This is an optimization exercise on Yosys and OpenROAD, whose aim is small area, a short achievable clock period and few clock cycles per item, not a production implementation.
Only simulation tests tie the RTL to the original design; equivalence was not proved.
No activity file was given, so power comes from the tool's default toggle rates.

$ cat flow/run.sh
#!/bin/bash
# synth_recipe.tcl (not shown) runs the flow's synth.tcl, then flattens the netlist and writes it again
# the make line also repeats each setting of config.mk as NAME=value (left out here)
make -C /OpenROAD-flow-scripts/flow DESIGN_CONFIG=/design/flow/config.mk WORK_HOME=/design/flow/orfs CLKGATE_MAP_FILE= SYNTH_SCRIPT=/design/flow/synth_recipe.tcl finish
$ cat flow/config.mk
export PLATFORM = sky130hd
export DESIGN_NAME = popcount_unit
export DESIGN_NICKNAME = popcount_unit
export VERILOG_FILES = /design/flow/design.v
export SDC_FILE = /design/flow/constraint.sdc
export NUM_CORES = 4
export LEC_CHECK = 0
export CAP_MARGIN = 20
export CORE_MARGIN = 2
export CORE_UTILIZATION = 60
export SLEW_MARGIN = 20
export SYNTH_HIERARCHICAL = 1
export SYNTH_MINIMUM_KEEP_SIZE = 0
$ cat flow/constraint.sdc
create_clock -name core_clock -period 7.0 [get_ports {clk}]
set_input_delay 1.4000 -clock core_clock [delete_from_list [all_inputs] [get_ports {clk}]]
set_output_delay 1.4000 -clock core_clock [all_outputs]
set_load 0.01 [all_outputs]
$ cat flow/design.v
module popcount_unit (
    input  wire         clk,
    input  wire         rst,         
    input  wire         in_valid,
    input  wire [1:0]   op,          
    input  wire [127:0] operand,
    output reg          out_valid,
    output reg  [7:0]   result,
    output reg          valid,
    output reg          illegal,
    output reg  [2:0]   strategy
);
    wire fs1;
    wire fc2;
    wire fs3;
    wire fc4;
    wire fs5;
    wire fc6;
    wire fs7;
    wire fc8;
    wire fs9;
    wire fc10;
    wire fs11;
    wire fc12;
    wire fs13;
    wire fc14;
    wire fs15;
    wire fc16;
    wire fs17;
    wire fc18;
    wire fs19;
    wire fc20;
    wire fs21;
    wire fc22;
    wire fs23;
    wire fc24;
    wire fs25;
    wire fc26;
    wire fs27;
    wire fc28;
    wire fs29;
    wire fc30;
    wire fs31;
    wire fc32;
    wire fs33;
    wire fc34;
    wire fs35;
    wire fc36;
    wire fs37;
    wire fc38;
    wire fs39;
    wire fc40;
    wire fs41;
    wire fc42;
    wire fs43;
    wire fc44;
    wire fs45;
    wire fc46;
    wire fs47;
    wire fc48;
    wire fs49;
    wire fc50;
    wire fs51;
    wire fc52;
    wire fs53;
    wire fc54;
    wire fs55;
    wire fc56;
    wire fs57;
    wire fc58;
    wire fs59;
    wire fc60;
    wire fs61;
    wire fc62;
    wire fs63;
    wire fc64;
    wire fs65;
    wire fc66;
    wire fs67;
    wire fc68;
    wire fs69;
    wire fc70;
    wire fs71;
    wire fc72;
    wire fs73;
    wire fc74;
    wire fs75;
    wire fc76;
    wire fs77;
    wire fc78;
    wire fs79;
    wire fc80;
    wire fs81;
    wire fc82;
    wire fs83;
    wire fc84;
    wire fs85;
    wire fc86;
    wire fs87;
    wire fc88;
    wire fs89;
    wire fc90;
    wire fs91;
    wire fc92;
    wire fs93;
    wire fc94;
    wire fs95;
    wire fc96;
    wire fs97;
    wire fc98;
    wire fs99;
    wire fc100;
    wire fs101;
    wire fc102;
    wire fs103;
    wire fc104;
    wire fs105;
    wire fc106;
    wire fs107;
    wire fc108;
    wire fs109;
    wire fc110;
    wire fs111;
    wire fc112;
    wire fs113;
    wire fc114;
    wire fs115;
    wire fc116;
    wire fs117;
    wire fc118;
    wire fs119;
    wire fc120;
    wire fs121;
    wire fc122;
    wire fs123;
    wire fc124;
    wire fs125;
    wire fc126;
    wire fs127;
    wire fc128;
    wire fs129;
    wire fc130;
    wire fs131;
    wire fc132;
    wire fs133;
    wire fc134;
    wire fs135;
    wire fc136;
    wire fs137;
    wire fc138;
    wire fs139;
    wire fc140;
    wire fs141;
    wire fc142;
    wire fs143;
    wire fc144;
    wire fs145;
    wire fc146;
    wire fs147;
    wire fc148;
    wire fs149;
    wire fc150;
    wire fs151;
    wire fc152;
    wire fs153;
    wire fc154;
    wire fs155;
    wire fc156;
    wire fs157;
    wire fc158;
    wire fs159;
    wire fc160;
    wire fs161;
    wire fc162;
    wire fs163;
    wire fc164;
    wire fs165;
    wire fc166;
    wire fs167;
    wire fc168;
    wire fs169;
    wire fc170;
    wire fs171;
    wire fc172;
    wire fs173;
    wire fc174;
    wire fs175;
    wire fc176;
    wire fs177;
    wire fc178;
    wire fs179;
    wire fc180;
    wire fs181;
    wire fc182;
    wire fs183;
    wire fc184;
    wire fs185;
    wire fc186;
    wire fs187;
    wire fc188;
    wire fs189;
    wire fc190;
    wire fs191;
    wire fc192;
    wire fs193;
    wire fc194;
    wire fs195;
    wire fc196;
    wire fs197;
    wire fc198;
    wire fs199;
    wire fc200;
    wire fs201;
    wire fc202;
    wire es203;
    wire ez204;
    wire es205;
    wire ez206;
    wire es207;
    wire ez208;
    wire es209;
    wire ez210;
    wire es211;
    wire ez212;
    wire es213;
    wire ez214;
    wire es215;
    wire ez216;
    wire es217;
    wire ez218;
    wire es219;
    wire ez220;
    wire es221;
    wire ez222;
    wire es223;
    wire ez224;
    wire es225;
    wire ez226;
    wire es227;
    wire ez228;
    wire es229;
    wire ez230;
    wire es231;
    wire ez232;
    wire es233;
    wire ez234;
    wire es235;
    wire ez236;
    wire es237;
    wire ez238;
    wire es239;
    wire ez240;
    wire es241;
    wire ez242;
    wire es243;
    wire ez244;
    wire es245;
    wire ez246;
    wire es247;
    wire ez248;
    wire es249;
    wire ez250;
    wire es251;
    wire ez252;
    wire es253;
    wire ez254;
    wire es255;
    wire ez256;
    wire es257;
    wire ez258;
    wire es259;
    wire ez260;
    wire es261;
    wire ez262;
    wire es263;
    wire ez264;
    wire es265;
    wire ez266;
    wire es267;
    wire ez268;
    wire es269;
    wire ez270;
    wire es271;
    wire ez272;
    wire es273;
    wire ez274;
    wire es275;
    wire ez276;
    wire es277;
    wire ez278;
    wire es279;
    wire ez280;
    wire es281;
    wire ez282;
    wire es283;
    wire ez284;
    wire es285;
    wire ez286;
    wire es287;
    wire ez288;
    wire es289;
    wire ez290;
    wire es291;
    wire ez292;
    wire es293;
    wire ez294;
    wire es295;
    wire ez296;
    wire es297;
    wire ez298;
    wire es299;
    wire ez300;
    wire es301;
    wire ez302;
    wire es303;
    wire ez304;
    wire es305;
    wire ez306;
    wire es307;
    wire ez308;
    wire es309;
    wire ez310;
    wire es311;
    wire ez312;
    wire es313;
    wire ez314;
    wire es315;
    wire ez316;
    wire es317;
    wire ez318;
    wire es319;
    wire ez320;
    wire es321;
    wire ez322;
    wire es323;
    wire ez324;
    wire es325;
    wire ez326;
    wire es327;
    wire ez328;
    wire es329;
    wire ez330;
    wire es331;
    wire ez332;
    wire em333;
    wire es334;
    wire ez335;
    wire em336;
    wire es337;
    wire ez338;
    wire em339;
    wire es340;
    wire ez341;
    wire em342;
    wire es343;
    wire ez344;
    wire em345;
    wire es346;
    wire ez347;
    wire em348;
    wire es349;
    wire ez350;
    wire em351;
    wire es352;
    wire ez353;
    wire em354;
    wire es355;
    wire ez356;
    wire em357;
    wire es358;
    wire ez359;
    wire em360;
    wire es361;
    wire ez362;
    wire em363;
    wire es364;
    wire ez365;
    wire em366;
    wire es367;
    wire ez368;
    wire em369;
    wire es370;
    wire ez371;
    wire em372;
    wire es373;
    wire ez374;
    wire em375;
    wire es376;
    wire ez377;
    wire em378;
    wire es379;
    wire ez380;
    wire em381;
    wire es382;
    wire ez383;
    wire em384;
    wire es385;
    wire ez386;
    wire em387;
    wire es388;
    wire ez389;
    wire em390;
    wire es391;
    wire ez392;
    wire em393;
    wire es394;
    wire ez395;
    wire em396;
    wire es397;
    wire ez398;
    wire em399;
    wire es400;
    wire ez401;
    wire em402;
    wire es403;
    wire ez404;
    wire em405;
    wire es406;
    wire ez407;
    wire em408;
    wire es409;
    wire ez410;
    wire em411;
    wire es412;
    wire ez413;
    wire em414;
    wire es415;
    wire ez416;
    wire em417;
    wire es418;
    wire ez419;
    wire em420;
    wire es421;
    wire ez422;
    wire em423;
    wire es424;
    wire ez425;
    wire em426;
    wire es427;
    wire ez428;
    wire em429;
    wire em430;
    wire es431;
    wire ez432;
    wire em433;
    wire em434;
    wire es435;
    wire ez436;
    wire em437;
    wire em438;
    wire es439;
    wire ez440;
    wire em441;
    wire em442;
    wire es443;
    wire ez444;
    wire em445;
    wire em446;
    wire es447;
    wire ez448;
    wire em449;
    wire em450;
    wire es451;
    wire ez452;
    wire em453;
    wire em454;
    wire es455;
    wire ez456;
    wire em457;
    wire em458;
    wire es459;
    wire ez460;
    wire em461;
    wire em462;
    wire es463;
    wire ez464;
    wire em465;
    wire em466;
    wire es467;
    wire ez468;
    wire em469;
    wire em470;
    wire es471;
    wire ez472;
    wire em473;
    wire em474;
    wire es475;
    wire ez476;
    wire em477;
    wire em478;
    wire es479;
    wire ez480;
    wire em481;
    wire em482;
    wire es483;
    wire ez484;
    wire em485;
    wire em486;
    wire es487;
    wire ez488;
    wire em489;
    wire em490;
    wire es491;
    wire ez492;
    wire em493;
    wire em494;
    wire em495;
    wire es496;
    wire ez497;
    wire em498;
    wire em499;
    wire em500;
    wire es501;
    wire ez502;
    wire em503;
    wire em504;
    wire em505;
    wire es506;
    wire ez507;
    wire em508;
    wire em509;
    wire em510;
    wire es511;
    wire ez512;
    wire em513;
    wire em514;
    wire em515;
    wire es516;
    wire ez517;
    wire em518;
    wire em519;
    wire em520;
    wire es521;
    wire ez522;
    wire em523;
    wire em524;
    wire em525;
    wire es526;
    wire ez527;
    wire em528;
    wire em529;
    wire em530;
    wire es531;
    wire ez532;
    wire em533;
    wire em534;
    wire em535;
    wire em536;
    wire es537;
    wire ez538;
    wire em539;
    wire em540;
    wire em541;
    wire em542;
    wire es543;
    wire ez544;
    wire em545;
    wire em546;
    wire em547;
    wire em548;
    wire es549;
    wire ez550;
    wire em551;
    wire em552;
    wire em553;
    wire em554;
    wire es555;
    wire ez556;
    wire em557;
    wire em558;
    wire em559;
    wire em560;
    wire em561;
    wire es562;
    wire ez563;
    wire em564;
    wire em565;
    wire em566;
    wire em567;
    wire em568;
    wire fs569;
    wire fc570;
    wire fs571;
    wire fc572;
    wire fs573;
    wire fc574;
    wire fs575;
    wire fc576;
    wire fs577;
    wire fc578;
    wire fs579;
    wire fc580;
    wire fs581;
    wire fc582;
    wire fs583;
    wire fc584;
    wire fs585;
    wire fc586;
    wire fs587;
    wire fc588;
    wire fs589;
    wire fc590;
    wire fs591;
    wire fc592;
    wire fs593;
    wire fc594;
    wire fs595;
    wire fc596;
    wire fs597;
    wire fc598;
    wire fs599;
    wire fc600;
    wire fs601;
    wire fc602;
    wire fs603;
    wire fc604;
    wire fs605;
    wire fc606;
    wire es607;
    wire ez608;
    wire em609;
    wire em610;
    wire em611;
    wire em612;
    wire em613;
    wire em614;
    wire ispop615;
    wire isscan616;
    wire ra617;
    wire rb618;
    wire ra619;
    wire ra620;
    wire ra621;
    wire ra622;
    wire ra623;
    wire ra624;
    wire ra625;
    wire vl626;
    wire il627;
    reg pc0_r1_0;
    reg pc0_r1_1;
    reg pc1_r1_2;
    reg pc1_r1_3;
    reg pc1_r1_4;
    reg pc1_r1_5;
    reg pc1_r1_6;
    reg pc1_r1_7;
    reg pc1_r1_8;
    reg pc2_r1_9;
    reg pc2_r1_10;
    reg pc2_r1_11;
    reg pc2_r1_12;
    reg pc2_r1_13;
    reg pc2_r1_14;
    reg pc2_r1_15;
    reg pc2_r1_16;
    reg pc2_r1_17;
    reg pc2_r1_18;
    reg pc3_r1_19;
    reg pc3_r1_20;
    reg pc3_r1_21;
    reg pc3_r1_22;
    reg pc3_r1_23;
    reg pc3_r1_24;
    reg pc3_r1_25;
    reg pc4_r1_26;
    reg ez_r1_27;
    reg ei_r1_28;
    reg ei_r1_29;
    reg ei_r1_30;
    reg ei_r1_31;
    reg ei_r1_32;
    reg ei_r1_33;
    reg ez_r1_34;
    reg ei_r1_35;
    reg ei_r1_36;
    reg ei_r1_37;
    reg ei_r1_38;
    reg ei_r1_39;
    reg ei_r1_40;
    reg op0_r1_41;
    reg op1_r1_42;
    reg ra0_r2_43;
    reg rb0_r2_44;
    reg ra1_r2_45;
    reg ra2_r2_46;
    reg ra3_r2_47;
    reg ra4_r2_48;
    reg ra5_r2_49;
    reg ra6_r2_50;
    reg valid_r2_51;
    reg ill_r2_52;
    reg ispop_r2_53;
    reg vld_r1, vld_r2;
    fa3 u_fs1 (.a(operand[0]), .b(operand[100]), .c(operand[101]), .s(fs1), .co(fc2));
    fa3 u_fs3 (.a(operand[102]), .b(operand[103]), .c(operand[104]), .s(fs3), .co(fc4));
    fa3 u_fs5 (.a(operand[105]), .b(operand[106]), .c(operand[107]), .s(fs5), .co(fc6));
    fa3 u_fs7 (.a(operand[108]), .b(operand[109]), .c(operand[10]), .s(fs7), .co(fc8));
    fa3 u_fs9 (.a(operand[110]), .b(operand[111]), .c(operand[112]), .s(fs9), .co(fc10));
    fa3 u_fs11 (.a(operand[113]), .b(operand[114]), .c(operand[115]), .s(fs11), .co(fc12));
    fa3 u_fs13 (.a(operand[116]), .b(operand[117]), .c(operand[118]), .s(fs13), .co(fc14));
    fa3 u_fs15 (.a(operand[119]), .b(operand[11]), .c(operand[120]), .s(fs15), .co(fc16));
    fa3 u_fs17 (.a(operand[121]), .b(operand[122]), .c(operand[123]), .s(fs17), .co(fc18));
    fa3 u_fs19 (.a(operand[124]), .b(operand[125]), .c(operand[126]), .s(fs19), .co(fc20));
    fa3 u_fs21 (.a(operand[127]), .b(operand[12]), .c(operand[13]), .s(fs21), .co(fc22));
    fa3 u_fs23 (.a(operand[14]), .b(operand[15]), .c(operand[16]), .s(fs23), .co(fc24));
    fa3 u_fs25 (.a(operand[17]), .b(operand[18]), .c(operand[19]), .s(fs25), .co(fc26));
    fa3 u_fs27 (.a(operand[1]), .b(operand[20]), .c(operand[21]), .s(fs27), .co(fc28));
    fa3 u_fs29 (.a(operand[22]), .b(operand[23]), .c(operand[24]), .s(fs29), .co(fc30));
    fa3 u_fs31 (.a(operand[25]), .b(operand[26]), .c(operand[27]), .s(fs31), .co(fc32));
    fa3 u_fs33 (.a(operand[28]), .b(operand[29]), .c(operand[2]), .s(fs33), .co(fc34));
    fa3 u_fs35 (.a(operand[30]), .b(operand[31]), .c(operand[32]), .s(fs35), .co(fc36));
    fa3 u_fs37 (.a(operand[33]), .b(operand[34]), .c(operand[35]), .s(fs37), .co(fc38));
    fa3 u_fs39 (.a(operand[36]), .b(operand[37]), .c(operand[38]), .s(fs39), .co(fc40));
    fa3 u_fs41 (.a(operand[39]), .b(operand[3]), .c(operand[40]), .s(fs41), .co(fc42));
    fa3 u_fs43 (.a(operand[41]), .b(operand[42]), .c(operand[43]), .s(fs43), .co(fc44));
    fa3 u_fs45 (.a(operand[44]), .b(operand[45]), .c(operand[46]), .s(fs45), .co(fc46));
    fa3 u_fs47 (.a(operand[47]), .b(operand[48]), .c(operand[49]), .s(fs47), .co(fc48));
    fa3 u_fs49 (.a(operand[4]), .b(operand[50]), .c(operand[51]), .s(fs49), .co(fc50));
    fa3 u_fs51 (.a(operand[52]), .b(operand[53]), .c(operand[54]), .s(fs51), .co(fc52));
    fa3 u_fs53 (.a(operand[55]), .b(operand[56]), .c(operand[57]), .s(fs53), .co(fc54));
    fa3 u_fs55 (.a(operand[58]), .b(operand[59]), .c(operand[5]), .s(fs55), .co(fc56));
    fa3 u_fs57 (.a(operand[60]), .b(operand[61]), .c(operand[62]), .s(fs57), .co(fc58));
    fa3 u_fs59 (.a(operand[63]), .b(operand[64]), .c(operand[65]), .s(fs59), .co(fc60));
    fa3 u_fs61 (.a(operand[66]), .b(operand[67]), .c(operand[68]), .s(fs61), .co(fc62));
    fa3 u_fs63 (.a(operand[69]), .b(operand[6]), .c(operand[70]), .s(fs63), .co(fc64));
    fa3 u_fs65 (.a(operand[71]), .b(operand[72]), .c(operand[73]), .s(fs65), .co(fc66));
    fa3 u_fs67 (.a(operand[74]), .b(operand[75]), .c(operand[76]), .s(fs67), .co(fc68));
    fa3 u_fs69 (.a(operand[77]), .b(operand[78]), .c(operand[79]), .s(fs69), .co(fc70));
    fa3 u_fs71 (.a(operand[7]), .b(operand[80]), .c(operand[81]), .s(fs71), .co(fc72));
    fa3 u_fs73 (.a(operand[82]), .b(operand[83]), .c(operand[84]), .s(fs73), .co(fc74));
    fa3 u_fs75 (.a(operand[85]), .b(operand[86]), .c(operand[87]), .s(fs75), .co(fc76));
    fa3 u_fs77 (.a(operand[88]), .b(operand[89]), .c(operand[8]), .s(fs77), .co(fc78));
    fa3 u_fs79 (.a(operand[90]), .b(operand[91]), .c(operand[92]), .s(fs79), .co(fc80));
    fa3 u_fs81 (.a(operand[93]), .b(operand[94]), .c(operand[95]), .s(fs81), .co(fc82));
    fa3 u_fs83 (.a(operand[96]), .b(operand[97]), .c(operand[98]), .s(fs83), .co(fc84));
    fa3 u_fs85 (.a(fc10), .b(fc12), .c(fc14), .s(fs85), .co(fc86));
    fa3 u_fs87 (.a(fc16), .b(fc18), .c(fc2), .s(fs87), .co(fc88));
    fa3 u_fs89 (.a(fc20), .b(fc22), .c(fc24), .s(fs89), .co(fc90));
    fa3 u_fs91 (.a(fc26), .b(fc28), .c(fc30), .s(fs91), .co(fc92));
    fa3 u_fs93 (.a(fc32), .b(fc34), .c(fc36), .s(fs93), .co(fc94));
    fa3 u_fs95 (.a(fc38), .b(fc4), .c(fc40), .s(fs95), .co(fc96));
    fa3 u_fs97 (.a(fc42), .b(fc44), .c(fc46), .s(fs97), .co(fc98));
    fa3 u_fs99 (.a(fc48), .b(fc50), .c(fc52), .s(fs99), .co(fc100));
    fa3 u_fs101 (.a(fc54), .b(fc56), .c(fc58), .s(fs101), .co(fc102));
    fa3 u_fs103 (.a(fc6), .b(fc60), .c(fc62), .s(fs103), .co(fc104));
    fa3 u_fs105 (.a(fc64), .b(fc66), .c(fc68), .s(fs105), .co(fc106));
    fa3 u_fs107 (.a(fc70), .b(fc72), .c(fc74), .s(fs107), .co(fc108));
    fa3 u_fs109 (.a(fc76), .b(fc78), .c(fc8), .s(fs109), .co(fc110));
    fa3 u_fs111 (.a(fc80), .b(fc82), .c(fc84), .s(fs111), .co(fc112));
    fa3 u_fs113 (.a(operand[99]), .b(operand[9]), .c(fs1), .s(fs113), .co(fc114));
    fa3 u_fs115 (.a(fs11), .b(fs13), .c(fs15), .s(fs115), .co(fc116));
    fa3 u_fs117 (.a(fs17), .b(fs19), .c(fs21), .s(fs117), .co(fc118));
    fa3 u_fs119 (.a(fs23), .b(fs25), .c(fs27), .s(fs119), .co(fc120));
    fa3 u_fs121 (.a(fs29), .b(fs3), .c(fs31), .s(fs121), .co(fc122));
    fa3 u_fs123 (.a(fs33), .b(fs35), .c(fs37), .s(fs123), .co(fc124));
    fa3 u_fs125 (.a(fs39), .b(fs41), .c(fs43), .s(fs125), .co(fc126));
    fa3 u_fs127 (.a(fs45), .b(fs47), .c(fs49), .s(fs127), .co(fc128));
    fa3 u_fs129 (.a(fs5), .b(fs51), .c(fs53), .s(fs129), .co(fc130));
    fa3 u_fs131 (.a(fs55), .b(fs57), .c(fs59), .s(fs131), .co(fc132));
    fa3 u_fs133 (.a(fs61), .b(fs63), .c(fs65), .s(fs133), .co(fc134));
    fa3 u_fs135 (.a(fs67), .b(fs69), .c(fs7), .s(fs135), .co(fc136));
    fa3 u_fs137 (.a(fs71), .b(fs73), .c(fs75), .s(fs137), .co(fc138));
    fa3 u_fs139 (.a(fs77), .b(fs79), .c(fs81), .s(fs139), .co(fc140));
    fa3 u_fs141 (.a(fc100), .b(fc102), .c(fc104), .s(fs141), .co(fc142));
    fa3 u_fs143 (.a(fc106), .b(fc108), .c(fc110), .s(fs143), .co(fc144));
    fa3 u_fs145 (.a(fc112), .b(fc86), .c(fc88), .s(fs145), .co(fc146));
    fa3 u_fs147 (.a(fc90), .b(fc92), .c(fc94), .s(fs147), .co(fc148));
    fa3 u_fs149 (.a(fc114), .b(fc116), .c(fc118), .s(fs149), .co(fc150));
    fa3 u_fs151 (.a(fc120), .b(fc122), .c(fc124), .s(fs151), .co(fc152));
    fa3 u_fs153 (.a(fc126), .b(fc128), .c(fc130), .s(fs153), .co(fc154));
    fa3 u_fs155 (.a(fc132), .b(fc134), .c(fc136), .s(fs155), .co(fc156));
    fa3 u_fs157 (.a(fc138), .b(fc140), .c(fs101), .s(fs157), .co(fc158));
    fa3 u_fs159 (.a(fs103), .b(fs105), .c(fs107), .s(fs159), .co(fc160));
    fa3 u_fs161 (.a(fs109), .b(fs111), .c(fs85), .s(fs161), .co(fc162));
    fa3 u_fs163 (.a(fs87), .b(fs89), .c(fs91), .s(fs163), .co(fc164));
    fa3 u_fs165 (.a(fs93), .b(fs95), .c(fs97), .s(fs165), .co(fc166));
    fa3 u_fs167 (.a(fs83), .b(fs9), .c(fs113), .s(fs167), .co(fc168));
    fa3 u_fs169 (.a(fs115), .b(fs117), .c(fs119), .s(fs169), .co(fc170));
    fa3 u_fs171 (.a(fs121), .b(fs123), .c(fs125), .s(fs171), .co(fc172));
    fa3 u_fs173 (.a(fs127), .b(fs129), .c(fs131), .s(fs173), .co(fc174));
    fa3 u_fs175 (.a(fs133), .b(fs135), .c(fs137), .s(fs175), .co(fc176));
    fa3 u_fs177 (.a(fc142), .b(fc144), .c(fc146), .s(fs177), .co(fc178));
    fa3 u_fs179 (.a(fc96), .b(fc98), .c(fc150), .s(fs179), .co(fc180));
    fa3 u_fs181 (.a(fc152), .b(fc154), .c(fc156), .s(fs181), .co(fc182));
    fa3 u_fs183 (.a(fc158), .b(fc160), .c(fc162), .s(fs183), .co(fc184));
    fa3 u_fs185 (.a(fc164), .b(fc166), .c(fs141), .s(fs185), .co(fc186));
    fa3 u_fs187 (.a(fs143), .b(fs145), .c(fs147), .s(fs187), .co(fc188));
    fa3 u_fs189 (.a(fs99), .b(fc168), .c(fc170), .s(fs189), .co(fc190));
    fa3 u_fs191 (.a(fc172), .b(fc174), .c(fc176), .s(fs191), .co(fc192));
    fa3 u_fs193 (.a(fs149), .b(fs151), .c(fs153), .s(fs193), .co(fc194));
    fa3 u_fs195 (.a(fs155), .b(fs157), .c(fs159), .s(fs195), .co(fc196));
    fa3 u_fs197 (.a(fs161), .b(fs163), .c(fs165), .s(fs197), .co(fc198));
    fa3 u_fs199 (.a(fs139), .b(fs167), .c(fs169), .s(fs199), .co(fc200));
    fa3 u_fs201 (.a(fs171), .b(fs173), .c(fs175), .s(fs201), .co(fc202));
    assign es203 = op[1] ? operand[1] : ~operand[0];
    assign ez204 = operand[0] | operand[1];
    assign es205 = op[1] ? operand[3] : ~operand[2];
    assign ez206 = operand[2] | operand[3];
    assign es207 = op[1] ? operand[5] : ~operand[4];
    assign ez208 = operand[4] | operand[5];
    assign es209 = op[1] ? operand[7] : ~operand[6];
    assign ez210 = operand[6] | operand[7];
    assign es211 = op[1] ? operand[9] : ~operand[8];
    assign ez212 = operand[8] | operand[9];
    assign es213 = op[1] ? operand[11] : ~operand[10];
    assign ez214 = operand[10] | operand[11];
    assign es215 = op[1] ? operand[13] : ~operand[12];
    assign ez216 = operand[12] | operand[13];
    assign es217 = op[1] ? operand[15] : ~operand[14];
    assign ez218 = operand[14] | operand[15];
    assign es219 = op[1] ? operand[17] : ~operand[16];
    assign ez220 = operand[16] | operand[17];
    assign es221 = op[1] ? operand[19] : ~operand[18];
    assign ez222 = operand[18] | operand[19];
    assign es223 = op[1] ? operand[21] : ~operand[20];
    assign ez224 = operand[20] | operand[21];
    assign es225 = op[1] ? operand[23] : ~operand[22];
    assign ez226 = operand[22] | operand[23];
    assign es227 = op[1] ? operand[25] : ~operand[24];
    assign ez228 = operand[24] | operand[25];
    assign es229 = op[1] ? operand[27] : ~operand[26];
    assign ez230 = operand[26] | operand[27];
    assign es231 = op[1] ? operand[29] : ~operand[28];
    assign ez232 = operand[28] | operand[29];
    assign es233 = op[1] ? operand[31] : ~operand[30];
    assign ez234 = operand[30] | operand[31];
    assign es235 = op[1] ? operand[33] : ~operand[32];
    assign ez236 = operand[32] | operand[33];
    assign es237 = op[1] ? operand[35] : ~operand[34];
    assign ez238 = operand[34] | operand[35];
    assign es239 = op[1] ? operand[37] : ~operand[36];
    assign ez240 = operand[36] | operand[37];
    assign es241 = op[1] ? operand[39] : ~operand[38];
    assign ez242 = operand[38] | operand[39];
    assign es243 = op[1] ? operand[41] : ~operand[40];
    assign ez244 = operand[40] | operand[41];
    assign es245 = op[1] ? operand[43] : ~operand[42];
    assign ez246 = operand[42] | operand[43];
    assign es247 = op[1] ? operand[45] : ~operand[44];
    assign ez248 = operand[44] | operand[45];
    assign es249 = op[1] ? operand[47] : ~operand[46];
    assign ez250 = operand[46] | operand[47];
    assign es251 = op[1] ? operand[49] : ~operand[48];
    assign ez252 = operand[48] | operand[49];
    assign es253 = op[1] ? operand[51] : ~operand[50];
    assign ez254 = operand[50] | operand[51];
    assign es255 = op[1] ? operand[53] : ~operand[52];
    assign ez256 = operand[52] | operand[53];
    assign es257 = op[1] ? operand[55] : ~operand[54];
    assign ez258 = operand[54] | operand[55];
    assign es259 = op[1] ? operand[57] : ~operand[56];
    assign ez260 = operand[56] | operand[57];
    assign es261 = op[1] ? operand[59] : ~operand[58];
    assign ez262 = operand[58] | operand[59];
    assign es263 = op[1] ? operand[61] : ~operand[60];
    assign ez264 = operand[60] | operand[61];
    assign es265 = op[1] ? operand[63] : ~operand[62];
    assign ez266 = operand[62] | operand[63];
    assign es267 = op[1] ? operand[65] : ~operand[64];
    assign ez268 = operand[64] | operand[65];
    assign es269 = op[1] ? operand[67] : ~operand[66];
    assign ez270 = operand[66] | operand[67];
    assign es271 = op[1] ? operand[69] : ~operand[68];
    assign ez272 = operand[68] | operand[69];
    assign es273 = op[1] ? operand[71] : ~operand[70];
    assign ez274 = operand[70] | operand[71];
    assign es275 = op[1] ? operand[73] : ~operand[72];
    assign ez276 = operand[72] | operand[73];
    assign es277 = op[1] ? operand[75] : ~operand[74];
    assign ez278 = operand[74] | operand[75];
    assign es279 = op[1] ? operand[77] : ~operand[76];
    assign ez280 = operand[76] | operand[77];
    assign es281 = op[1] ? operand[79] : ~operand[78];
    assign ez282 = operand[78] | operand[79];
    assign es283 = op[1] ? operand[81] : ~operand[80];
    assign ez284 = operand[80] | operand[81];
    assign es285 = op[1] ? operand[83] : ~operand[82];
    assign ez286 = operand[82] | operand[83];
    assign es287 = op[1] ? operand[85] : ~operand[84];
    assign ez288 = operand[84] | operand[85];
    assign es289 = op[1] ? operand[87] : ~operand[86];
    assign ez290 = operand[86] | operand[87];
    assign es291 = op[1] ? operand[89] : ~operand[88];
    assign ez292 = operand[88] | operand[89];
    assign es293 = op[1] ? operand[91] : ~operand[90];
    assign ez294 = operand[90] | operand[91];
    assign es295 = op[1] ? operand[93] : ~operand[92];
    assign ez296 = operand[92] | operand[93];
    assign es297 = op[1] ? operand[95] : ~operand[94];
    assign ez298 = operand[94] | operand[95];
    assign es299 = op[1] ? operand[97] : ~operand[96];
    assign ez300 = operand[96] | operand[97];
    assign es301 = op[1] ? operand[99] : ~operand[98];
    assign ez302 = operand[98] | operand[99];
    assign es303 = op[1] ? operand[101] : ~operand[100];
    assign ez304 = operand[100] | operand[101];
    assign es305 = op[1] ? operand[103] : ~operand[102];
    assign ez306 = operand[102] | operand[103];
    assign es307 = op[1] ? operand[105] : ~operand[104];
    assign ez308 = operand[104] | operand[105];
    assign es309 = op[1] ? operand[107] : ~operand[106];
    assign ez310 = operand[106] | operand[107];
    assign es311 = op[1] ? operand[109] : ~operand[108];
    assign ez312 = operand[108] | operand[109];
    assign es313 = op[1] ? operand[111] : ~operand[110];
    assign ez314 = operand[110] | operand[111];
    assign es315 = op[1] ? operand[113] : ~operand[112];
    assign ez316 = operand[112] | operand[113];
    assign es317 = op[1] ? operand[115] : ~operand[114];
    assign ez318 = operand[114] | operand[115];
    assign es319 = op[1] ? operand[117] : ~operand[116];
    assign ez320 = operand[116] | operand[117];
    assign es321 = op[1] ? operand[119] : ~operand[118];
    assign ez322 = operand[118] | operand[119];
    assign es323 = op[1] ? operand[121] : ~operand[120];
    assign ez324 = operand[120] | operand[121];
    assign es325 = op[1] ? operand[123] : ~operand[122];
    assign ez326 = operand[122] | operand[123];
    assign es327 = op[1] ? operand[125] : ~operand[124];
    assign ez328 = operand[124] | operand[125];
    assign es329 = op[1] ? operand[127] : ~operand[126];
    assign ez330 = operand[126] | operand[127];
    assign es331 = op[1] ? ez206 : ~ez204;
    assign ez332 = ez204 | ez206;
    assign em333 = es331 ? es205 : es203;
    assign es334 = op[1] ? ez210 : ~ez208;
    assign ez335 = ez208 | ez210;
    assign em336 = es334 ? es209 : es207;
    assign es337 = op[1] ? ez214 : ~ez212;
    assign ez338 = ez212 | ez214;
    assign em339 = es337 ? es213 : es211;
    assign es340 = op[1] ? ez218 : ~ez216;
    assign ez341 = ez216 | ez218;
    assign em342 = es340 ? es217 : es215;
    assign es343 = op[1] ? ez222 : ~ez220;
    assign ez344 = ez220 | ez222;
    assign em345 = es343 ? es221 : es219;
    assign es346 = op[1] ? ez226 : ~ez224;
    assign ez347 = ez224 | ez226;
    assign em348 = es346 ? es225 : es223;
    assign es349 = op[1] ? ez230 : ~ez228;
    assign ez350 = ez228 | ez230;
    assign em351 = es349 ? es229 : es227;
    assign es352 = op[1] ? ez234 : ~ez232;
    assign ez353 = ez232 | ez234;
    assign em354 = es352 ? es233 : es231;
    assign es355 = op[1] ? ez238 : ~ez236;
    assign ez356 = ez236 | ez238;
    assign em357 = es355 ? es237 : es235;
    assign es358 = op[1] ? ez242 : ~ez240;
    assign ez359 = ez240 | ez242;
    assign em360 = es358 ? es241 : es239;
    assign es361 = op[1] ? ez246 : ~ez244;
    assign ez362 = ez244 | ez246;
    assign em363 = es361 ? es245 : es243;
    assign es364 = op[1] ? ez250 : ~ez248;
    assign ez365 = ez248 | ez250;
    assign em366 = es364 ? es249 : es247;
    assign es367 = op[1] ? ez254 : ~ez252;
    assign ez368 = ez252 | ez254;
    assign em369 = es367 ? es253 : es251;
    assign es370 = op[1] ? ez258 : ~ez256;
    assign ez371 = ez256 | ez258;
    assign em372 = es370 ? es257 : es255;
    assign es373 = op[1] ? ez262 : ~ez260;
    assign ez374 = ez260 | ez262;
    assign em375 = es373 ? es261 : es259;
    assign es376 = op[1] ? ez266 : ~ez264;
    assign ez377 = ez264 | ez266;
    assign em378 = es376 ? es265 : es263;
    assign es379 = op[1] ? ez270 : ~ez268;
    assign ez380 = ez268 | ez270;
    assign em381 = es379 ? es269 : es267;
    assign es382 = op[1] ? ez274 : ~ez272;
    assign ez383 = ez272 | ez274;
    assign em384 = es382 ? es273 : es271;
    assign es385 = op[1] ? ez278 : ~ez276;
    assign ez386 = ez276 | ez278;
    assign em387 = es385 ? es277 : es275;
    assign es388 = op[1] ? ez282 : ~ez280;
    assign ez389 = ez280 | ez282;
    assign em390 = es388 ? es281 : es279;
    assign es391 = op[1] ? ez286 : ~ez284;
    assign ez392 = ez284 | ez286;
    assign em393 = es391 ? es285 : es283;
    assign es394 = op[1] ? ez290 : ~ez288;
    assign ez395 = ez288 | ez290;
    assign em396 = es394 ? es289 : es287;
    assign es397 = op[1] ? ez294 : ~ez292;
    assign ez398 = ez292 | ez294;
    assign em399 = es397 ? es293 : es291;
    assign es400 = op[1] ? ez298 : ~ez296;
    assign ez401 = ez296 | ez298;
    assign em402 = es400 ? es297 : es295;
    assign es403 = op[1] ? ez302 : ~ez300;
    assign ez404 = ez300 | ez302;
    assign em405 = es403 ? es301 : es299;
    assign es406 = op[1] ? ez306 : ~ez304;
    assign ez407 = ez304 | ez306;
    assign em408 = es406 ? es305 : es303;
    assign es409 = op[1] ? ez310 : ~ez308;
    assign ez410 = ez308 | ez310;
    assign em411 = es409 ? es309 : es307;
    assign es412 = op[1] ? ez314 : ~ez312;
    assign ez413 = ez312 | ez314;
    assign em414 = es412 ? es313 : es311;
    assign es415 = op[1] ? ez318 : ~ez316;
    assign ez416 = ez316 | ez318;
    assign em417 = es415 ? es317 : es315;
    assign es418 = op[1] ? ez322 : ~ez320;
    assign ez419 = ez320 | ez322;
    assign em420 = es418 ? es321 : es319;
    assign es421 = op[1] ? ez326 : ~ez324;
    assign ez422 = ez324 | ez326;
    assign em423 = es421 ? es325 : es323;
    assign es424 = op[1] ? ez330 : ~ez328;
    assign ez425 = ez328 | ez330;
    assign em426 = es424 ? es329 : es327;
    assign es427 = op[1] ? ez335 : ~ez332;
    assign ez428 = ez332 | ez335;
    assign em429 = es427 ? em336 : em333;
    assign em430 = es427 ? es334 : es331;
    assign es431 = op[1] ? ez341 : ~ez338;
    assign ez432 = ez338 | ez341;
    assign em433 = es431 ? em342 : em339;
    assign em434 = es431 ? es340 : es337;
    assign es435 = op[1] ? ez347 : ~ez344;
    assign ez436 = ez344 | ez347;
    assign em437 = es435 ? em348 : em345;
    assign em438 = es435 ? es346 : es343;
    assign es439 = op[1] ? ez353 : ~ez350;
    assign ez440 = ez350 | ez353;
    assign em441 = es439 ? em354 : em351;
    assign em442 = es439 ? es352 : es349;
    assign es443 = op[1] ? ez359 : ~ez356;
    assign ez444 = ez356 | ez359;
    assign em445 = es443 ? em360 : em357;
    assign em446 = es443 ? es358 : es355;
    assign es447 = op[1] ? ez365 : ~ez362;
    assign ez448 = ez362 | ez365;
    assign em449 = es447 ? em366 : em363;
    assign em450 = es447 ? es364 : es361;
    assign es451 = op[1] ? ez371 : ~ez368;
    assign ez452 = ez368 | ez371;
    assign em453 = es451 ? em372 : em369;
    assign em454 = es451 ? es370 : es367;
    assign es455 = op[1] ? ez377 : ~ez374;
    assign ez456 = ez374 | ez377;
    assign em457 = es455 ? em378 : em375;
    assign em458 = es455 ? es376 : es373;
    assign es459 = op[1] ? ez383 : ~ez380;
    assign ez460 = ez380 | ez383;
    assign em461 = es459 ? em384 : em381;
    assign em462 = es459 ? es382 : es379;
    assign es463 = op[1] ? ez389 : ~ez386;
    assign ez464 = ez386 | ez389;
    assign em465 = es463 ? em390 : em387;
    assign em466 = es463 ? es388 : es385;
    assign es467 = op[1] ? ez395 : ~ez392;
    assign ez468 = ez392 | ez395;
    assign em469 = es467 ? em396 : em393;
    assign em470 = es467 ? es394 : es391;
    assign es471 = op[1] ? ez401 : ~ez398;
    assign ez472 = ez398 | ez401;
    assign em473 = es471 ? em402 : em399;
    assign em474 = es471 ? es400 : es397;
    assign es475 = op[1] ? ez407 : ~ez404;
    assign ez476 = ez404 | ez407;
    assign em477 = es475 ? em408 : em405;
    assign em478 = es475 ? es406 : es403;
    assign es479 = op[1] ? ez413 : ~ez410;
    assign ez480 = ez410 | ez413;
    assign em481 = es479 ? em414 : em411;
    assign em482 = es479 ? es412 : es409;
    assign es483 = op[1] ? ez419 : ~ez416;
    assign ez484 = ez416 | ez419;
    assign em485 = es483 ? em420 : em417;
    assign em486 = es483 ? es418 : es415;
    assign es487 = op[1] ? ez425 : ~ez422;
    assign ez488 = ez422 | ez425;
    assign em489 = es487 ? em426 : em423;
    assign em490 = es487 ? es424 : es421;
    assign es491 = op[1] ? ez432 : ~ez428;
    assign ez492 = ez428 | ez432;
    assign em493 = es491 ? em433 : em429;
    assign em494 = es491 ? em434 : em430;
    assign em495 = es491 ? es431 : es427;
    assign es496 = op[1] ? ez440 : ~ez436;
    assign ez497 = ez436 | ez440;
    assign em498 = es496 ? em441 : em437;
    assign em499 = es496 ? em442 : em438;
    assign em500 = es496 ? es439 : es435;
    assign es501 = op[1] ? ez448 : ~ez444;
    assign ez502 = ez444 | ez448;
    assign em503 = es501 ? em449 : em445;
    assign em504 = es501 ? em450 : em446;
    assign em505 = es501 ? es447 : es443;
    assign es506 = op[1] ? ez456 : ~ez452;
    assign ez507 = ez452 | ez456;
    assign em508 = es506 ? em457 : em453;
    assign em509 = es506 ? em458 : em454;
    assign em510 = es506 ? es455 : es451;
    assign es511 = op[1] ? ez464 : ~ez460;
    assign ez512 = ez460 | ez464;
    assign em513 = es511 ? em465 : em461;
    assign em514 = es511 ? em466 : em462;
    assign em515 = es511 ? es463 : es459;
    assign es516 = op[1] ? ez472 : ~ez468;
    assign ez517 = ez468 | ez472;
    assign em518 = es516 ? em473 : em469;
    assign em519 = es516 ? em474 : em470;
    assign em520 = es516 ? es471 : es467;
    assign es521 = op[1] ? ez480 : ~ez476;
    assign ez522 = ez476 | ez480;
    assign em523 = es521 ? em481 : em477;
    assign em524 = es521 ? em482 : em478;
    assign em525 = es521 ? es479 : es475;
    assign es526 = op[1] ? ez488 : ~ez484;
    assign ez527 = ez484 | ez488;
    assign em528 = es526 ? em489 : em485;
    assign em529 = es526 ? em490 : em486;
    assign em530 = es526 ? es487 : es483;
    assign es531 = op[1] ? ez497 : ~ez492;
    assign ez532 = ez492 | ez497;
    assign em533 = es531 ? em498 : em493;
    assign em534 = es531 ? em499 : em494;
    assign em535 = es531 ? em500 : em495;
    assign em536 = es531 ? es496 : es491;
    assign es537 = op[1] ? ez507 : ~ez502;
    assign ez538 = ez502 | ez507;
    assign em539 = es537 ? em508 : em503;
    assign em540 = es537 ? em509 : em504;
    assign em541 = es537 ? em510 : em505;
    assign em542 = es537 ? es506 : es501;
    assign es543 = op[1] ? ez517 : ~ez512;
    assign ez544 = ez512 | ez517;
    assign em545 = es543 ? em518 : em513;
    assign em546 = es543 ? em519 : em514;
    assign em547 = es543 ? em520 : em515;
    assign em548 = es543 ? es516 : es511;
    assign es549 = op[1] ? ez527 : ~ez522;
    assign ez550 = ez522 | ez527;
    assign em551 = es549 ? em528 : em523;
    assign em552 = es549 ? em529 : em524;
    assign em553 = es549 ? em530 : em525;
    assign em554 = es549 ? es526 : es521;
    assign es555 = op[1] ? ez538 : ~ez532;
    assign ez556 = ez532 | ez538;
    assign em557 = es555 ? em539 : em533;
    assign em558 = es555 ? em540 : em534;
    assign em559 = es555 ? em541 : em535;
    assign em560 = es555 ? em542 : em536;
    assign em561 = es555 ? es537 : es531;
    assign es562 = op[1] ? ez550 : ~ez544;
    assign ez563 = ez544 | ez550;
    assign em564 = es562 ? em551 : em545;
    assign em565 = es562 ? em552 : em546;
    assign em566 = es562 ? em553 : em547;
    assign em567 = es562 ? em554 : em548;
    assign em568 = es562 ? es549 : es543;
    fa3 u_fs569 (.a(pc1_r1_2), .b(pc1_r1_3), .c(pc1_r1_4), .s(fs569), .co(fc570));
    fa3 u_fs571 (.a(pc1_r1_5), .b(pc1_r1_6), .c(pc1_r1_7), .s(fs571), .co(fc572));
    fa3 u_fs573 (.a(pc2_r1_10), .b(pc2_r1_11), .c(pc2_r1_12), .s(fs573), .co(fc574));
    fa3 u_fs575 (.a(pc2_r1_13), .b(pc2_r1_14), .c(pc2_r1_15), .s(fs575), .co(fc576));
    fa3 u_fs577 (.a(pc2_r1_16), .b(pc2_r1_17), .c(pc2_r1_18), .s(fs577), .co(fc578));
    fa3 u_fs579 (.a(pc3_r1_19), .b(pc3_r1_20), .c(pc3_r1_21), .s(fs579), .co(fc580));
    fa3 u_fs581 (.a(pc3_r1_22), .b(pc3_r1_23), .c(pc3_r1_24), .s(fs581), .co(fc582));
    fa3 u_fs583 (.a(pc2_r1_9), .b(fc570), .c(fc572), .s(fs583), .co(fc584));
    fa3 u_fs585 (.a(pc3_r1_25), .b(fc574), .c(fc576), .s(fs585), .co(fc586));
    fa3 u_fs587 (.a(pc4_r1_26), .b(fc580), .c(fc582), .s(fs587), .co(fc588));
    fa3 u_fs589 (.a(pc1_r1_8), .b(fs569), .c(fs571), .s(fs589), .co(fc590));
    fa3 u_fs591 (.a(fs573), .b(fs575), .c(fs577), .s(fs591), .co(fc592));
    fa3 u_fs593 (.a(fc578), .b(fs579), .c(fs581), .s(fs593), .co(fc594));
    fa3 u_fs595 (.a(fc584), .b(fc592), .c(fs585), .s(fs595), .co(fc596));
    fa3 u_fs597 (.a(fc586), .b(fc594), .c(fs587), .s(fs597), .co(fc598));
    fa3 u_fs599 (.a(fc590), .b(fs583), .c(fs591), .s(fs599), .co(fc600));
    fa3 u_fs601 (.a(fs593), .b(fc600), .c(fs595), .s(fs601), .co(fc602));
    fa3 u_fs603 (.a(fc596), .b(fs597), .c(fc602), .s(fs603), .co(fc604));
    fa3 u_fs605 (.a(fc588), .b(fc598), .c(fc604), .s(fs605), .co(fc606));
    assign es607 = op1_r1_42 ? ez_r1_34 : ~ez_r1_27;
    assign ez608 = ez_r1_27 | ez_r1_34;
    assign em609 = es607 ? ei_r1_35 : ei_r1_28;
    assign em610 = es607 ? ei_r1_36 : ei_r1_29;
    assign em611 = es607 ? ei_r1_37 : ei_r1_30;
    assign em612 = es607 ? ei_r1_38 : ei_r1_31;
    assign em613 = es607 ? ei_r1_39 : ei_r1_32;
    assign em614 = es607 ? ei_r1_40 : ei_r1_33;
    assign ispop615 = ~op1_r1_42 & ~op0_r1_41;
    assign isscan616 = (op1_r1_42 ^ op0_r1_41) & ez608;
    assign ra617 = (ispop615 & pc0_r1_0) | (isscan616 & em609);
    assign rb618 = ispop615 & pc0_r1_1;
    assign ra619 = (ispop615 & fs589) | (isscan616 & em610);
    assign ra620 = (ispop615 & fs599) | (isscan616 & em611);
    assign ra621 = (ispop615 & fs601) | (isscan616 & em612);
    assign ra622 = (ispop615 & fs603) | (isscan616 & em613);
    assign ra623 = (ispop615 & fs605) | (isscan616 & em614);
    assign ra624 = (ispop615 & fc606) | (isscan616 & es607);
    assign ra625 = 1'b0;
    assign vl626 = ispop615 | isscan616;
    assign il627 = op1_r1_42 & op0_r1_41;
    always @(posedge clk) begin
        pc0_r1_0 <= fs199;
        pc0_r1_1 <= fs201;
        pc1_r1_2 <= fc200;
        pc1_r1_3 <= fc202;
        pc1_r1_4 <= fs189;
        pc1_r1_5 <= fs191;
        pc1_r1_6 <= fs193;
        pc1_r1_7 <= fs195;
        pc1_r1_8 <= fs197;
        pc2_r1_9 <= fc190;
        pc2_r1_10 <= fc192;
        pc2_r1_11 <= fc194;
        pc2_r1_12 <= fc196;
        pc2_r1_13 <= fc198;
        pc2_r1_14 <= fs179;
        pc2_r1_15 <= fs181;
        pc2_r1_16 <= fs183;
        pc2_r1_17 <= fs185;
        pc2_r1_18 <= fs187;
        pc3_r1_19 <= fc148;
        pc3_r1_20 <= fs177;
        pc3_r1_21 <= fc180;
        pc3_r1_22 <= fc182;
        pc3_r1_23 <= fc184;
        pc3_r1_24 <= fc186;
        pc3_r1_25 <= fc188;
        pc4_r1_26 <= fc178;
        ez_r1_27 <= ez556;
        ei_r1_28 <= em557;
        ei_r1_29 <= em558;
        ei_r1_30 <= em559;
        ei_r1_31 <= em560;
        ei_r1_32 <= em561;
        ei_r1_33 <= es555;
        ez_r1_34 <= ez563;
        ei_r1_35 <= em564;
        ei_r1_36 <= em565;
        ei_r1_37 <= em566;
        ei_r1_38 <= em567;
        ei_r1_39 <= em568;
        ei_r1_40 <= es562;
        op0_r1_41 <= op[0];
        op1_r1_42 <= op[1];
        ra0_r2_43 <= ra617;
        rb0_r2_44 <= rb618;
        ra1_r2_45 <= ra619;
        ra2_r2_46 <= ra620;
        ra3_r2_47 <= ra621;
        ra4_r2_48 <= ra622;
        ra5_r2_49 <= ra623;
        ra6_r2_50 <= ra624;
        valid_r2_51 <= vl626;
        ill_r2_52 <= il627;
        ispop_r2_53 <= ispop615;
    end
    always @(posedge clk) begin
        if (rst) begin
            vld_r1 <= 1'b0;
            vld_r2 <= 1'b0;
        end else begin
            vld_r1 <= in_valid;
            vld_r2 <= vld_r1;
        end
    end
    wire [7:0] row_a = {1'b0, ra6_r2_50, ra5_r2_49, ra4_r2_48, ra3_r2_47, ra2_r2_46, ra1_r2_45, ra0_r2_43};
    wire [7:0] row_b = {1'b0, 1'b0, 1'b0, 1'b0, 1'b0, 1'b0, 1'b0, rb0_r2_44};
    wire [7:0] sum = row_a + row_b;
    always @* begin
        out_valid = vld_r2;
        result    = sum;
        valid     = valid_r2_51;
        illegal   = ill_r2_52;
        if (ispop_r2_53)
            strategy = (sum[7:4] == 4'd0) ? 3'b010 : 3'b001;
        else
            strategy = {1'b1, ill_r2_52, ill_r2_52};
    end
endmodule
module fa3 (input wire a, input wire b, input wire c, output wire s, output wire co);
    assign s  = a ^ b ^ c;
    assign co = (a & b) | (a & c) | (b & c);
endmodule
==> results.yml, run 1 <==
outcome:
  status: "complete, no violations"
cts:
  cts_tree: "done"
  clk_latency_ns: 0.29
  root_buffer: "clkbuf_16"
  htreeDepth: 2
  cts.repair.resized: 0
  numCtsBuffers: 5
  clock_path_buffers: 2
  cts_setup_buffers: 0
  ctsHoldBuffers: 0
  clock-sinks: 56
  clk_pin_slew_worst_paths_ns: 0.07
flow_run:
  max-cap-violations: 0
setup_path:
  cp-endpoint: "ei_r1_37"
  critPathMostFrequentCell: "a31oi_1"
  timing.critical_path.buf_inv: 2
  cp_max_fo: 82
  path_depth: 8
  required_ns: 7.11
  crit_path_start_kind: "input port"
  r2r_cells: 8
  path_cells: "buf_4, inv_2, a21oi_1, a31oi_1, and2_1, a221o_1, nor3_1, a31oi_1"
  cp-startpoint: "op[1]"
  reg2reg_from: "pc2_r1_10"
  timing.rr.end: "ra5_r2_49"
  slowest_stage: "buf_4"
  cp_top_family: "buffers and inverters"
  arrival_ns: 4.21
  critical_path_class: "input port to flop"
  end_kind: "flop"
  rrSetupSlack_ns: 3.56
  max_stage_delay_ns: 0.62
worst_hold_path:
  hp-class: "flop to flop"
place:
  placed_cells: 958
  io_buffer_count: 146
  gp_congestion: 0.9639
  post-dp-hpwl_mm: 16.94
sta:
  fmaxAchievable_mhz: 244.4
  rsz0062_at_grt: "false"
  clock_skew_ns: 0.003819
  slew_headroom_pct: 43.34
  report.final.slew_viol_count: 0
  worstMarginPinSlew_ns: 0.8499
  setup_violations: 0
  hold-worst-slack_ns: 0.4593
  fin_tns_setup_ns: 0
  hold_viol: 0
  fin_crit_ns: 4.092
  period_share_pct: 58.46
final_layout:
  fin_nets: 1079
  antenna_cells: 0
  drive_gt1_share_pct: 6.934
  utilization_pct: 75.76
  synthToLayoutAreaGrowth_pct: 24.43
  stdcell_count: 965
drt:
  wl_mm: 20.08
  ant_nets: 0
  first_pass_iters: 7
  num_vias: 6322
  drtIter0Drc: 526
  drc_errors: 0
  avgViaCountPerCell: 6.551
  wire_per_inst_um: 20.81
logic_synthesis:
  synth.top_cell.area_share_pct: 34.85
  yosys.area.top_type: "fa_1"
  syn_avg_cell_area_um2: 9.990
  async_flop_share_pct: 0
  yosys_register_bits: 56
  synth_seq_area_share_pct: 16.26
  synth.distinct_cells: 73
  netlist_top_cells_count: "fa_1, nand2_1, dfxtp_1"
  synth_simple_gate_area_share_pct: 18.77
  yosysMostFrequentCell: "fa_1"
  synthFlopType: "dfxtp_1"
  synthXorXnorAreaFrac_pct: 0.6353
  synthTopCellsByArea: "fa_1, dfxtp_1, mux2i_1"
  synth_top_family_by_area: "adder cells"
  synth.cell_area_um2: 6893
  yosysWarnings: 7
  syn_inst: 690
  synth_nets: 947
  synthMuxAreaShare_pct: 6.680
  synth_edf_count: 0
  synth_compound_area_share_pct: 19.19
  synth-adder-area-share_pct: 35.58
floorplanning:
  ios: 147
  core_area_um2: 11320
  dieArea_um2: 12360
  initial_core_util_pct: 60.89
  die_h_um: 111.2
  fp-row-count: 39
  die_w_um: 111.2
grt:
  grt_pass1_vias: 6271
  grt_overflow_total: 0
  grt_max_degree: 83
  antenna_found_initial: 0
  grt_pass1_wl_mm: 32.37
  grt_usage_pct: 33.00
power:
  power.density_nw_per_um2: 297.1
  p_leak_nw: 3.081
  p_comb_share_pct: 67.8
  p_clk_share_pct: 12.2
  ir_worst_vdd_uv: 359.8
  power_switching_mw: 1.090
  seqPwrFrac_pct: 20.0
  p_sw_share_pct: 42.77
  internal_power_mw: 1.458
  finalPower_mw: 2.548
worst reg2reg max path: stages, from the launching register on:
cell and delay (ns):
dfxtp_1 0.32, fa_1 0.50, fa_1 0.57, fa_1 0.44, fa_1 0.43, fa_1 0.39
fa_1 0.49, nand2_1 0.09, o21ai_0 0.08
cells in the final DEF (no fill, tap or decap), types with 4 or more instances in the layout:
cell and n:
nand4_1 6, o211ai_1 8, nor4_2 17, mux2i_1 37
o311ai_0 4, o21ai_0 40, nor3_1 29, a21oi_1 55
nor2b_1 6, o21a_1 8, a221oi_1 4, nor2_1 47
dfxtp_1 56, mux2_2 6, nor4_1 14, nand2_1 57
a31oi_1 9, and3_1 5, ha_1 4, nand3_1 11
fa_1 120, o31ai_1 25, o21ai_2 4, inv_1 13
a211oi_1 6, clkdlybuf4s50_1 145, nor3b_1 4, clkbuf_16 5
or4_1 7
power by group through the flow:
| stage | sequential, mW | combinational [mW] | clock, mW |
|---|---|---|---|
| global placement | 0.515 | 1.58 | 0 |
| detailed placement | 0.517 | 1.68 | 0 |
| CTS | 0.511 | 1.71 | 0.313 |
| global route | 0.524 | 1.87 | 0.321 |
| finish | 0.511 | 1.73 | 0.310 |
| floorplan | 0.499 | 0.978 | 0 |
worst min path at each step:
stage | end | cells after the start | start | slack, ns
final | vld_r2 | 1 | vld_r1 | 0.46
after global routing | vld_r2 | 1 | vld_r1 | 0.47
after CTS | ra0_r2_43 | 2 | pc0_r1_0 | 0.45
after floorplan | ra0_r2_43 | 2 | pc0_r1_0 | 0.41
after detailed placement | ra0_r2_43 | 2 | pc0_r1_0 | 0.43
after global placement | vld_r2 | 1 | vld_r1 | 0.43
layer usage:
| metal | share of wire [%] | global-route usage (%) |
|---|---|---|
| met3 | 7.1 | 4.429 |
| met4 | 4.5 | 11.77 |
| met1 | 39 | 43.02 |
| met2 | 50 | 56.79 |
| met5 | 0 | 0 |
per-module statistics from Yosys, one instance, submodules excluded:
module	cell area, µm²	flip-flops and latches
fa3	20.02	0
popcount_unit	4491	56
cells by family after synthesis:
group	after synthesis
adders and majority gates	124
DFF	56
and+or+nand+nor	226
xor gates and xnor gates	5
AOI/OAI and AO/OA	199
buffers and inverters	36
muxes	44
final cells by class:
class	instances	area, µm²
multi-input cells	598	5573
fillers	803	2744
repair buffers	147	1466
flip-flops and latches	56	1121
well taps	143	178.9
clock buffers	5	125.1
clock inverters	2	60.06
inverters	14	52.55
stage by stage:
step	cell area (µm²)	worst slack, ns
floorplan	6893	3.491
global placement	8392	2.819
finish	8577	2.908
detailed placement	8392	2.736
CTS	8577	2.985
global route	8577	2.834
Testbench counts, summed over its fixed seeds: cycles 4,008, items 4,000.
==> inputs of run 2 (changes only) <==
--- a/flow/config.mk
+++ b/flow/config.mk
@@ -9,4 +9,5 @@
 export CORE_MARGIN = 2
 export CORE_UTILIZATION = 60
+export SETUP_SLACK_MARGIN = 4.0
 export SLEW_MARGIN = 20
 export SYNTH_HIERARCHICAL = 1
==> run 2 against run 1 <==
Synthesized area unchanged. Count of clock-buffer cells in the layout unchanged. First-iteration DRC count up 18%. Largest cell class unchanged. Clock skew up 0.0015 ns. Critical path depth down 3. Wire length up 14%. Critical path type unchanged. Clock power down about 20%. Worst hold slack worse by 0.00098 ns. Sequential power up 4%. Via count up 7.1%.
==> results.yml, run 2 <==
outcome:
  status: "complete, no violations"
final_layout:
  fin_nets: 1124
  drive_gt1_share_pct: 42.33
  synthToLayoutAreaGrowth_pct: 39.05
  antenna_cells: 0
  final_cell_mix: "fa_2, buf_4, nand2_1"
  utilization_pct: 84.66
  final_area_um2: 9584
  stdcell_count: 1010
  mostFrequentLayoutCell: "fa_2"
logic_synthesis:
  synth_edf_count: 0
  synth_seq_area_share_pct: 16.26
  syn_inst: 690
  yosys.area.top_type: "fa_1"
  async_flop_share_pct: 0
  synth.distinct_cells: 73
  synth.cell_area_um2: 6893
  synthTopCellsByArea: "fa_1, dfxtp_1, mux2i_1"
  netlist_top_cells_count: "fa_1, nand2_1, dfxtp_1"
  synthFlopType: "dfxtp_1"
  yosys_register_bits: 56
  yosysWarnings: 7
  synth_nets: 947
  synth.top_cell.area_share_pct: 34.85
  syn_avg_cell_area_um2: 9.990
  yosysMostFrequentCell: "fa_1"
setup_path:
  critical_path_class: "input port to flop"
  reg2reg_from: "pc2_r1_12"
  timing.critical_path.buf_inv: 1
  end_kind: "flop"
  cp_max_fo: 4
  cp_top_family: "adder cells"
  required_ns: 7.17
  path_cells: "buf_12, fa_2, fa_2, fa_2, fa_2"
  critPathMostFrequentCell: "fa_2"
  slowest_stage: "fa_2"
  crit_path_start_kind: "input port"
  path_depth: 5
  timing.rr.end: "ra5_r2_49"
  r2r_cells: 8
  max_stage_delay_ns: 0.60
  cp-startpoint: "operand[124]"
  cp-endpoint: "pc0_r1_0"
  arrival_ns: 3.61
  rrSetupSlack_ns: 3.77
cts:
  htreeDepth: 2
  cts_tree: "done"
  clock-sinks: 56
  numCtsBuffers: 5
  clk_latency_ns: 0.29
  root_buffer: "clkbuf_16"
  clock_path_buffers: 2
  clk_pin_slew_worst_paths_ns: 0.07
floorplanning:
  ios: 147
  initial_core_util_pct: 60.89
  core_area_um2: 11320
  die_w_um: 111.2
  dieArea_um2: 12360
  fp-row-count: 39
  die_h_um: 111.2
power:
  power.density_nw_per_um2: 274.2
  p_leak_nw: 3.542
  ir_worst_vdd_uv: 340.4
sta:
  slew_headroom_pct: 42.19
  setup_violations: 0
  worstMarginPinSlew_ns: 0.8614
  period_share_pct: 49.08
  fmaxAchievable_mhz: 291.0
  rsz0062_at_grt: "true"
  clock_skew_ns: 0.005301
  fin_crit_ns: 3.436
  hold_viol: 0
  fin_tns_setup_ns: 0
  report.final.slew_viol_count: 0
grt:
  grt_pass1_wl_mm: 34.53
  grt_overflow_total: 0
  antenna_found_initial: 0
  grt_max_degree: 63
  grt_pass1_vias: 6578
  grt_usage_pct: 35.30
place:
  dpl_cell_area_um2: 8591
  post-dp-hpwl_mm: 17.16
  io_buffer_count: 146
  gp_congestion: 0.9733
  placed_cells: 959
drt:
  avgViaCountPerCell: 6.701
  num_vias: 6768
  ant_nets: 0
  drtIter0Drc: 623
  drc_errors: 0
  wl_mm: 22.88
  first_pass_iters: 6
  wire_per_inst_um: 22.65
flow_run:
  max-cap-violations: 0
worst_hold_path:
  hp-class: "flop to flop"
## run 2: cell count changes in the layout (fill, tap and decap cells not counted), sizes merged, moves of 2 or more
cell	delta
clkbuf	+3
clkdlybuf4s50	-136
bufinv	-2
buf	+171
dlygate4sd2	+5
## run 2: worst reg2reg max path: stages, from the launching register on
cell,delay [ns]
dfxtp_1,0.38
fa_2,0.47
fa_2,0.41
fa_1,0.51
fa_2,0.36
fa_2,0.34
fa_2,0.54
nand2_1,0.06
o21ai_2,0.08
## run 2: metal layers
metal  track usage, %  part of all wire (%)  vias up
li1                 -                     -     2943
met1            44.62                    37     3287
met2            62.85                    51      450
met3            3.937                   7.3       88
met4            12.67                   4.9        0
met5                0                     0        -
## run 2: final cells by class
cell class	count	area (µm²)
fillers	621	1737
clock inverters	2	16.27
flip-flops and latches	56	1126
well taps	143	178.9
repair buffers	192	1899
inverters	14	60.06
clock buffers	5	125.1
multi-input cells	598	6178
## run 2: repair_timing
| action | CTS | global route |
|---|---|---|
| pin swaps | 116 | 60 |
| cloned | 0 | 1 |
| buffers inserted | 28 | 15 |
| gates resized for setup | 766 | 100 |
| hold buffers | 0 | 0 |
| endpoints found under the setup margin | 52 | 42 |
## run 2: how the worst min path moves through the flow
| stage | start | end | depth (start not counted) |
|---|---|---|---|
| floorplan | pc0_r1_0 | ra0_r2_43 | 2 |
| global placement | pc0_r1_0 | ra0_r2_43 | 2 |
| detailed placement | pc0_r1_0 | ra0_r2_43 | 2 |
| CTS | pc0_r1_0 | ra0_r2_43 | 2 |
| global route | vld_r1 | vld_r2 | 1 |
| finish | pc0_r1_0 | ra0_r2_43 | 2 |
## run 2: cell families after synthesis
logic type / after synthesis / share of synthesized area, %
and+or+nand+nor: 226 / 18.77
AOI/OAI and AO/OA: 199 / 19.19
adders and majority gates: 124 / 35.58
DFF: 56 / 16.26
muxes: 44 / 6.680
buffers and inverters: 36 / 2.886
xor gates and xnor gates: 5 / 0.6354
## run 2: power breakdown
| group | switching [mW] | internal, mW | total, mW | leakage [nW] |
|---|---|---|---|---|
| sequential | 0.0822 | 0.447 | 0.529 | 0.471 |
| clock | 0.116 | 0.132 | 0.248 | 0.0663 |
| combinational | 0.934 | 0.917 | 1.85 | 3.00 |
| total | 1.13 | 1.50 | 2.63 | 3.54 |
## run 2: per-module statistics from Yosys (local to each module, per instance)
module | copies in the design | flops+latches | cells
fa3 | 120 | 0 | 1
popcount_unit | 1 | 56 | 570
## run 2: per-stage QoR
step,hold slack [ns],worst slack (ns),power [mW]
detailed placement,0.4375,2.777,2.264
finish,0.4584,3.564,2.628
floorplan,0.4056,3.510,1.563
global route,0.4734,3.563,2.805
global placement,0.4271,2.815,2.152
CTS,0.4536,3.604,2.557
==> inputs of run 3 (changes only) <==
--- a/flow/config.mk
+++ b/flow/config.mk
@@ -9,5 +9,5 @@
 export CORE_MARGIN = 2
 export CORE_UTILIZATION = 60
-export SETUP_SLACK_MARGIN = 4.0
+export SETUP_SLACK_MARGIN = 4.5
 export SLEW_MARGIN = 20
 export SYNTH_HIERARCHICAL = 1
==> run 3 against run 2 <==
Highest routed layer unchanged. Still clean on timing, DRC and antenna. Wire length increased by 33%. Power rose by 2.1%. First-iteration DRC count up 100%. Fmax fell by 1.7%. Clock power grew 7%. Cell area up 9.9%. Critical path type is now flop to output port. Sequential power increased by 4%. Sequential cell count is the same. Count of clock-buffer cells in the layout is 1 higher. Final cell count up 4.2%.
==> results.yml, run 3 <==
power:
  p_comb_share_pct: 69.7
  power.density_nw_per_um2: 254.8
  power_switching_mw: 1.160
  finalPower_mw: 2.684
  p_leak_nw: 3.896
  ir_worst_vdd_uv: 323.4
  internal_power_mw: 1.524
  seqPwrFrac_pct: 20.4
  p_clk_share_pct: 9.9
  p_sw_share_pct: 43.21
worst_hold_path:
  hp-class: "flop to flop"
sta:
  fin_crit_ns: 3.497
  rsz0062_at_grt: "true"
  report.final.slew_viol_count: 0
  worstMarginPinSlew_ns: 0.8088
  setup_violations: 0
  setup_ws_ns: 3.503
  hold-worst-slack_ns: 0.4647
  clock_skew_ns: 0.003459
  fmaxAchievable_mhz: 286.0
  hold_viol: 0
  slew_headroom_pct: 45.51
  fin_tns_setup_ns: 0
  period_share_pct: 49.96
logic_synthesis:
  syn_inst: 690
  synth_edf_count: 0
  syn_avg_cell_area_um2: 9.990
  async_flop_share_pct: 0
  synth_seq_area_share_pct: 16.26
  synth_nets: 947
  synthTopCellsByArea: "fa_1, dfxtp_1, mux2i_1"
  netlist_top_cells_count: "fa_1, nand2_1, dfxtp_1"
  synth.cell_area_um2: 6893
  synthFlopType: "dfxtp_1"
  yosys_register_bits: 56
  synth.top_cell.area_share_pct: 34.85
  yosysWarnings: 7
  yosysMostFrequentCell: "fa_1"
  synth.distinct_cells: 73
  yosys.area.top_type: "fa_1"
cts:
  root_buffer: "clkbuf_16"
  cts_tree: "done"
  clk_latency_ns: 0.29
  numCtsBuffers: 5
  ctsHoldBuffers: 0
  clock-sinks: 56
  clock_path_buffers: 2
  clk_pin_slew_worst_paths_ns: 0.07
  htreeDepth: 2
setup_path:
  crit_path_start_kind: "flop"
  cp_max_fo: 3
  arrival_ns: 2.10
  critical_path_class: "flop to output port"
  end_kind: "output port"
  cp_top_family: "simple AND/OR/NAND/NOR gates"
  path_cells: "ha_4, ha_4, buf_6, nand3_4, xnor2_4, nor4_4, nand2_1, buf_4, a21boi_4, buf_6"
  max_stage_delay_ns: 0.35
  required_ns: 5.60
  timing.critical_path.buf_inv: 3
  slowest_stage: "dfxtp_2"
place:
  dpl_cell_area_um2: 8870
  post-dp-hpwl_mm: 17.75
  placed_cells: 958
  io_buffer_count: 146
  preCtsSetupSlack_ns: 2.709
  gp_congestion: 1.011
grt:
  grt_pass1_wl_mm: 38.81
  grt_usage_pct: 39.58
  grt_pass1_vias: 7286
  antenna_found_initial: 0
  grt_max_degree: 63
  grt_overflow_total: 0
drt:
  ant_nets: 0
  first_pass_iters: 7
  avgViaCountPerCell: 7.413
  drtIter0Drc: 1263
  wl_mm: 30.36
  drc_errors: 0
  wire_per_inst_um: 28.86
  num_vias: 7798
flow_run:
  max-cap-violations: 0
floorplanning:
  core_area_um2: 11320
  die_w_um: 111.2
  dieArea_um2: 12360
  die_h_um: 111.2
  initial_core_util_pct: 60.89
  ios: 147
  fp-row-count: 39
final_layout:
  mostFrequentLayoutCell: "fa_2"
  final_cell_mix: "fa_2, buf_4, buf_6"
  drive_gt1_share_pct: 50.61
  stdcell_count: 1052
  fin_nets: 1165
  synthToLayoutAreaGrowth_pct: 52.84
  utilization_pct: 93.06
  final_area_um2: 10540
  fillers: 360
  antenna_cells: 0
outcome:
  status: "complete, no violations"
-- run 3: cell counts after synthesis --
Identical to the previous run, type by type.
-- run 3: power groups by stage --
| stage | Clock, mW | Sequential [mW] | Combinational, mW |
|---|---|---|---|
| global placement | 0 | 0.530 | 1.56 |
| floorplan | 0 | 0.504 | 1.09 |
| global route | 0.276 | 0.555 | 2.08 |
| finish | 0.265 | 0.548 | 1.87 |
| CTS | 0.262 | 0.537 | 1.74 |
| detailed placement | 0 | 0.535 | 1.68 |
-- run 3: what timing repair did --
action / in CTS / in global routing
buffers inserted: 51 / 33
endpoints found under the setup margin: 59 / 56
resized for setup: 871 / 149
gates cloned: 1 / 1
pin swaps: 135 / 110
-- run 3: worst paths after layout --
check             from          end  slack, ns  cells after the start
max reg2reg  pc2_r1_17    ra5_r2_49       3.78                      8
min             vld_r1       vld_r2       0.46                      1
min reg2reg     vld_r1       vld_r2       0.46                      1
max          rb0_r2_44  strategy[0]       3.50                     10
-- run 3: per-module statistics from Yosys, one instance, submodules excluded --
module / cell area (µm²) / cells
popcount_unit: 4491 / 570
fa3: 20.02 / 1
-- run 3: layout make-up --
class / instances / area [µm²] / area share (%)
clock inverter: 2 / 18.77 / 0.1781
sequential: 56 / 1131 / 10.74
inverter: 14 / 65.06 / 0.6176
tap: 143 / 178.9 / 1.698
clock buffer: 6 / 138.9 / 1.318
timing repair buffer: 233 / 2410 / 22.87
multi-input combinational: 598 / 6593 / 62.58
-- run 3: kinds of logic (layout without fill, tap and decap cells) --
| kind of cell | Yosys count | in the layout | synth area share (%) |
|---|---|---|---|
| multiplexers | 44 | 44 | 6.680 |
| adder cells (fa/ha/maj) | 124 | 124 | 35.58 |
| AO/OA/AOI/OAI | 199 | 199 | 19.19 |
| AND/OR/NAND/NOR | 226 | 226 | 18.77 |
| flip-flops | 56 | 56 | 16.26 |
| buffers and inverters | 36 | 255 | 2.886 |
| XOR/XNOR | 5 | 5 | 0.6354 |
-- run 3: per-layer routing --
layer	GRT usage, %	part of all wire [%]	wire [µm]	up-vias
met2	71.87	47	14270	868
li1	-	-	-	3022
met1	48.23	31	9562	3616
met5	0	0	0	-
met3	4.647	11	3434	292
met4	15.06	10	3091	0

Setup slack of run 3, layout unchanged: 3.503 ns with ideal ports, 3.469 ns with driving cells assumed (clock clkbuf_16, inputs buf_2), 3.183 ns with port delays also shifted by the 0.326 ns mid clock arrival.
